Source: an optimization exercise on an open RTL-to-GDS flow (aim: small area and a short achievable clock period). Production flows keep margins and buffers that such runs may drop.
The RTL was checked by simulation tests, not by an equivalence proof against the original design.

==> flow/design.v (excerpt) <==
module sht20_codec (
    input  wire        clk,
    input  wire        rst,         
    input  wire        in_valid,
    input  wire [2:0]  op,
    input  wire [7:0]  a,
    input  wire [7:0]  b,
    output reg         out_valid,
    output reg         err,
    output reg  [15:0] raw_masked,
    output reg  [31:0] val0,
    output reg  [31:0] val1,
    output reg  [7:0]  ureg_out,
    output wire        otp_dis,
    output wire        htr_en,
    output wire        eob,
    output reg         res_valid,
    output wire [1:0]  res
);
    assign otp_dis = ureg_out[1];
    assign htr_en  = ureg_out[2];
    assign eob     = ureg_out[6];
    assign res     = {ureg_out[7], ureg_out[0]};
    reg        r0_v;
    reg [2:0]  r0_op;
    reg [7:0]  r0_a, r0_b;
    always @(posedge clk) begin
        r0_v  <= in_valid & ~rst;
        r0_op <= op;
        r0_a  <= a;
        r0_b  <= b;
    end
    wire [13:0] n = {r0_a, r0_b[7:2]};
    wire        is_rh = (r0_op == 3'd1);
    wire        is_u  = (r0_op == 3'd2) | (r0_op == 3'd3) | (r0_op == 3'd4) | (r0_op == 3'd5);
  ...
Size in the first run: ~3200 cells after synthesis, roughly 300 flip-flops, ~24000 um^2 of cells after synthesis.
clock: 60.0 ns
lec_check: 0
abc_area: 1
cap_margin: 20
core_margin: 2
core_utilization: 75
cts_buf_list: sky130_fd_sc_hd__clkbuf_8
cts_cluster_diameter: 60
cts_cluster_size: 20
slew_margin: 20
standard.sh (not shown) runs the stock make flow with config.mk's settings and CLKGATE_MAP_FILE= SYNTH_SCRIPT=/design/flow/synth_recipe.tcl, a recipe that flattens the netlist after the stock synthesis.
==> flow/flow/run.sh <==
#!/bin/bash
# The standard layout (the standard.sh, unchanged synthesis and steps), except that
# the port buffers that global placement inserts on every input and output are plain
# sky130_fd_sc_hd__buf_2 cells instead of the resizer's default pick.
set -euo pipefail
export BUFFER_PORTS_ARGS="-buffer_cell sky130_fd_sc_hd__buf_2"
bash standard.sh > standard.log 2>&1
Edit:
--- a/flow/design.v
+++ b/flow/design.v
@@ -982,23 +982,24 @@
     wire        l    = |(lq & keep & ~{kl, 1'b1});
     wire        st   = |(q[13:0] & ~kp1);
     wire        up   = g & (st | l);
     wire        c    = up ^ s;
     wire [37:0] x    = ((q ^ {38{s}}) & {24'hFFFFFF, kl}) | ({24'd0, ~kl} & {38{c}});
     wire [63:0] sum  = inc({26'd0, x}, c);
     assign mag = {sum[37:14], sum[13] | big, sum[12:0]};
 endmodule
 module sht_addf (
     input  wire        sd,
     input  wire        sf,
-    input  wire [7:0]  e,
+    input  wire [7:0]  ec,       
+    input  wire        top,
     input  wire [22:0] f,
     output wire [31:0] r
 );
     function [63:0] inc;     
         input [63:0] x;
         input        b;
         integer i;
         reg [15:0] gc;           
         reg        c;
         begin
             gc[0] = b;
@@ -1017,27 +1018,28 @@
         integer i;
         reg cy;
         begin
             cy = c;
             for (i = 0; i < 8; i = i + 1) begin
                 add8[i] = a[i] ^ b[i] ^ cy;
                 cy = (a[i] & b[i]) | (cy & (a[i] ^ b[i]));
             end
         end
     endfunction
     wire [23:0] md  = {1'b1, f};
-    wire        e5  = (e == 8'd132);
-    wire        e6  = (e == 8'd133);
-    wire        e7  = (e == 8'd134);
+    wire [7:0]  e   = add8(ec, 8'd0, top);
+    wire        e5  = top ? (ec == 8'd131) : (ec == 8'd132);
+    wire        e6  = top ? (ec == 8'd132) : (ec == 8'd133);
+    wire        e7  = top ? (ec == 8'd133) : (ec == 8'd134);
     wire        mid = ~sd & (e6 | e7);
-    wire [3:0]  k   = (~sd & e5) ? 4'd1 : (4'd3 - e[3:0] + {3'd0, ~sd});    
+    wire [3:0]  k   = (~sd & e5) ? 4'd1 : (4'd3 - ec[3:0] - {3'd0, top} + {3'd0, ~sd});    
     wire [23:0] src = {md[23] & ~(~sd & e5), f};
     wire [23:0] A   = src >> k;
     reg  [23:0] po;                        
     integer j;
     always @(*) begin
         po[0] = src[0];
         for (j = 1; j < 24; j = j + 1) po[j] = po[j-1] | src[j];
     end
     wire [4:0]  km1 = {1'b0, k} - 5'd1;
     wire        G   = (k != 4'd0) & src[km1[3:0]];
     wire        St  = (k > 4'd1) & po[km1[3:0] - 4'd1];
@@ -1051,37 +1053,38 @@
             c = V[24] & V[0] & V[1];
         end else if (sd) begin
             X = ~A;
             c = ~G | (~St & ~A[0]);
         end else begin
             X = {1'b1, A[22:0]};
             c = G & (St | A[0]);
         end
     end
     wire [63:0] mr  = inc({40'd0, X}, c);
     wire        ovf = mr[24] & ~sd;
-    wire [23:0] W = e5 ? {1'b0, f} : (e6 ? (f[22] ? {2'b10, f[21:0]} : {2'b01, f[21:0]}) : mr[23:0]);
+    wire [23:0] W = (sd & e5) ? {1'b0, f} :
+                    (sd & e6) ? (f[22] ? {2'b10, f[21:0]} : {2'b01, f[21:0]}) : mr[23:0];
     reg [4:0] lz;
     integer i;
     always @(*) begin
         lz = 5'd16;
         for (i = 8; i < 24; i = i + 1)
             if (W[i]) lz = 23 - i;
     end
     wire [23:0] wn = W << lz;
     wire [7:0]  en = add8(e6 ? 8'd133 : (e5 ? 8'd132 : 8'd131), ~{3'd0, lz}, 1'b1);
     wire [7:0]  ef = mid ? add8(e, {7'd0, V[24]}, ovf) :
                      sd  ? 8'd131 :
                            ((e5 ? 8'd133 : 8'd132) + {7'd0, ovf});
     wire        nr   = sd & ~(e < 8'd131);                                 
-    assign r = nr ? {sf, en, wn[22:0]} : {sf, ef, ovf ? 23'd0 : mr[22:0]};
+    assign r = {sf, nr ? en : ef, wn[22:0]};
 endmodule
 module sht20_codec (
     input  wire        clk,
     input  wire        rst,         
     input  wire        in_valid,
     input  wire [2:0]  op,
     input  wire [7:0]  a,
     input  wire [7:0]  b,
     output reg         out_valid,
     output reg         err,
     output reg  [15:0] raw_masked,
@@ -1151,39 +1154,36 @@
         r3_pay  <= r1_pay;
         r3_val0 <= {s2, e3, f3};
     end
     wire [29:0] y4;
     sht_mul51 u_m51 (.m({1'b1, r3_val0[22:0]}), .y(y4));
     reg         r4_v;
     reg  [1:0]  r4_c;
     reg  [13:0] r4_pay;
     reg  [31:0] r4_val0;
     reg  [29:0] r4_y;
     reg         r4_top;                   
-    reg  [7:0]  r4_ed;                    
     wire        top4 = ({1'b1, r3_val0[22:0]} >= 24'd9320676);
     always @(posedge clk) begin
         r4_top  <= top4;
-        r4_ed   <= r3_val0[30:23] + {7'd0, top4};
         r4_v    <= r3_v & ~rst;
         r4_c   <= r3_c;
         r4_pay  <= r3_pay;
         r4_val0 <= r3_val0;
         r4_y    <= y4;
     end
-    wire [7:0]  e5;
     wire [22:0] f5;
     sht_mulf u_mulf (.f(r4_val0[22:0]), .y(r4_y), .top(r4_top), .fo(f5));
-    assign e5 = r4_ed;
     wire [31:0] fahr;
-    sht_addf u_addf (.sd(r4_val0[31]), .sf(r4_pay <= 14'd2710), .e(e5), .f(f5), .r(fahr));
+    sht_addf u_addf (.sd(r4_val0[31]), .sf(r4_pay <= 14'd2710), .ec(r4_val0[30:23]), .top(r4_top),
+                     .f(f5), .r(fahr));
     wire meas = ~r4_c[1];
     wire u5   = (r4_c == 2'd2);
     always @(posedge clk) begin
         out_valid  <= r4_v & ~rst;
         err        <= (r4_c == 2'd3);
         raw_masked <= meas ? {r4_pay, 2'b00} : 16'd0;
         val0       <= meas ? r4_val0 : 32'd0;
         val1       <= (r4_c == 2'd0) ? fahr : 32'd0;
         ureg_out   <= u5 ? r4_pay[7:0] : 8'd0;
         res_valid  <= u5;
     end
Cell count is about the same.
Clock skew climbs by 8.6 ps.
Non-clock buffer count went up by 8.
Design area decreases by about 0.8%.
Global-route usage goes up by 2.2 points.
Critical path depth does not change.
Utilization goes down by 0.41 points.
Register-to-register slack gains 340 ps.
Clock-buffer cell count shrinks by 3.
Wire length went up by about 3.4%.

re-timing with driven ports:
The flow's constraints put no driver on any port. The routed layouts listed below were extracted and timed again, unchanged, in two steps.
Step 1 assumes that a clkbuf_16 drives the clock port and a buf_2 every other input.
Step 2 adds t to the input delays and takes it off the output delays; t is the mean of the earliest and latest rising clock arrival at the registers after step 1. Input paths then give back, and output paths get back, about the clock's delay inside the block.
Slacks: ideal ports / drivers / drivers and shift; pairs: ideal ports / drivers.
| run | t, ns | slack for setup (ns) | hold WS [ns] | worst slew at a driven data input, ns |
|---|---|---|---|---|
| the first run | 0.635 | 46.885 / 46.832 / 47.301 | 0.327 / 0.327 / 0.327 | 0.04 |
| the second run | 0.641 | 46.889 / 46.838 / 47.479 | 0.321 / 0.321 / 0.321 | 0.05 |
After both steps every run listed still meets setup and hold.
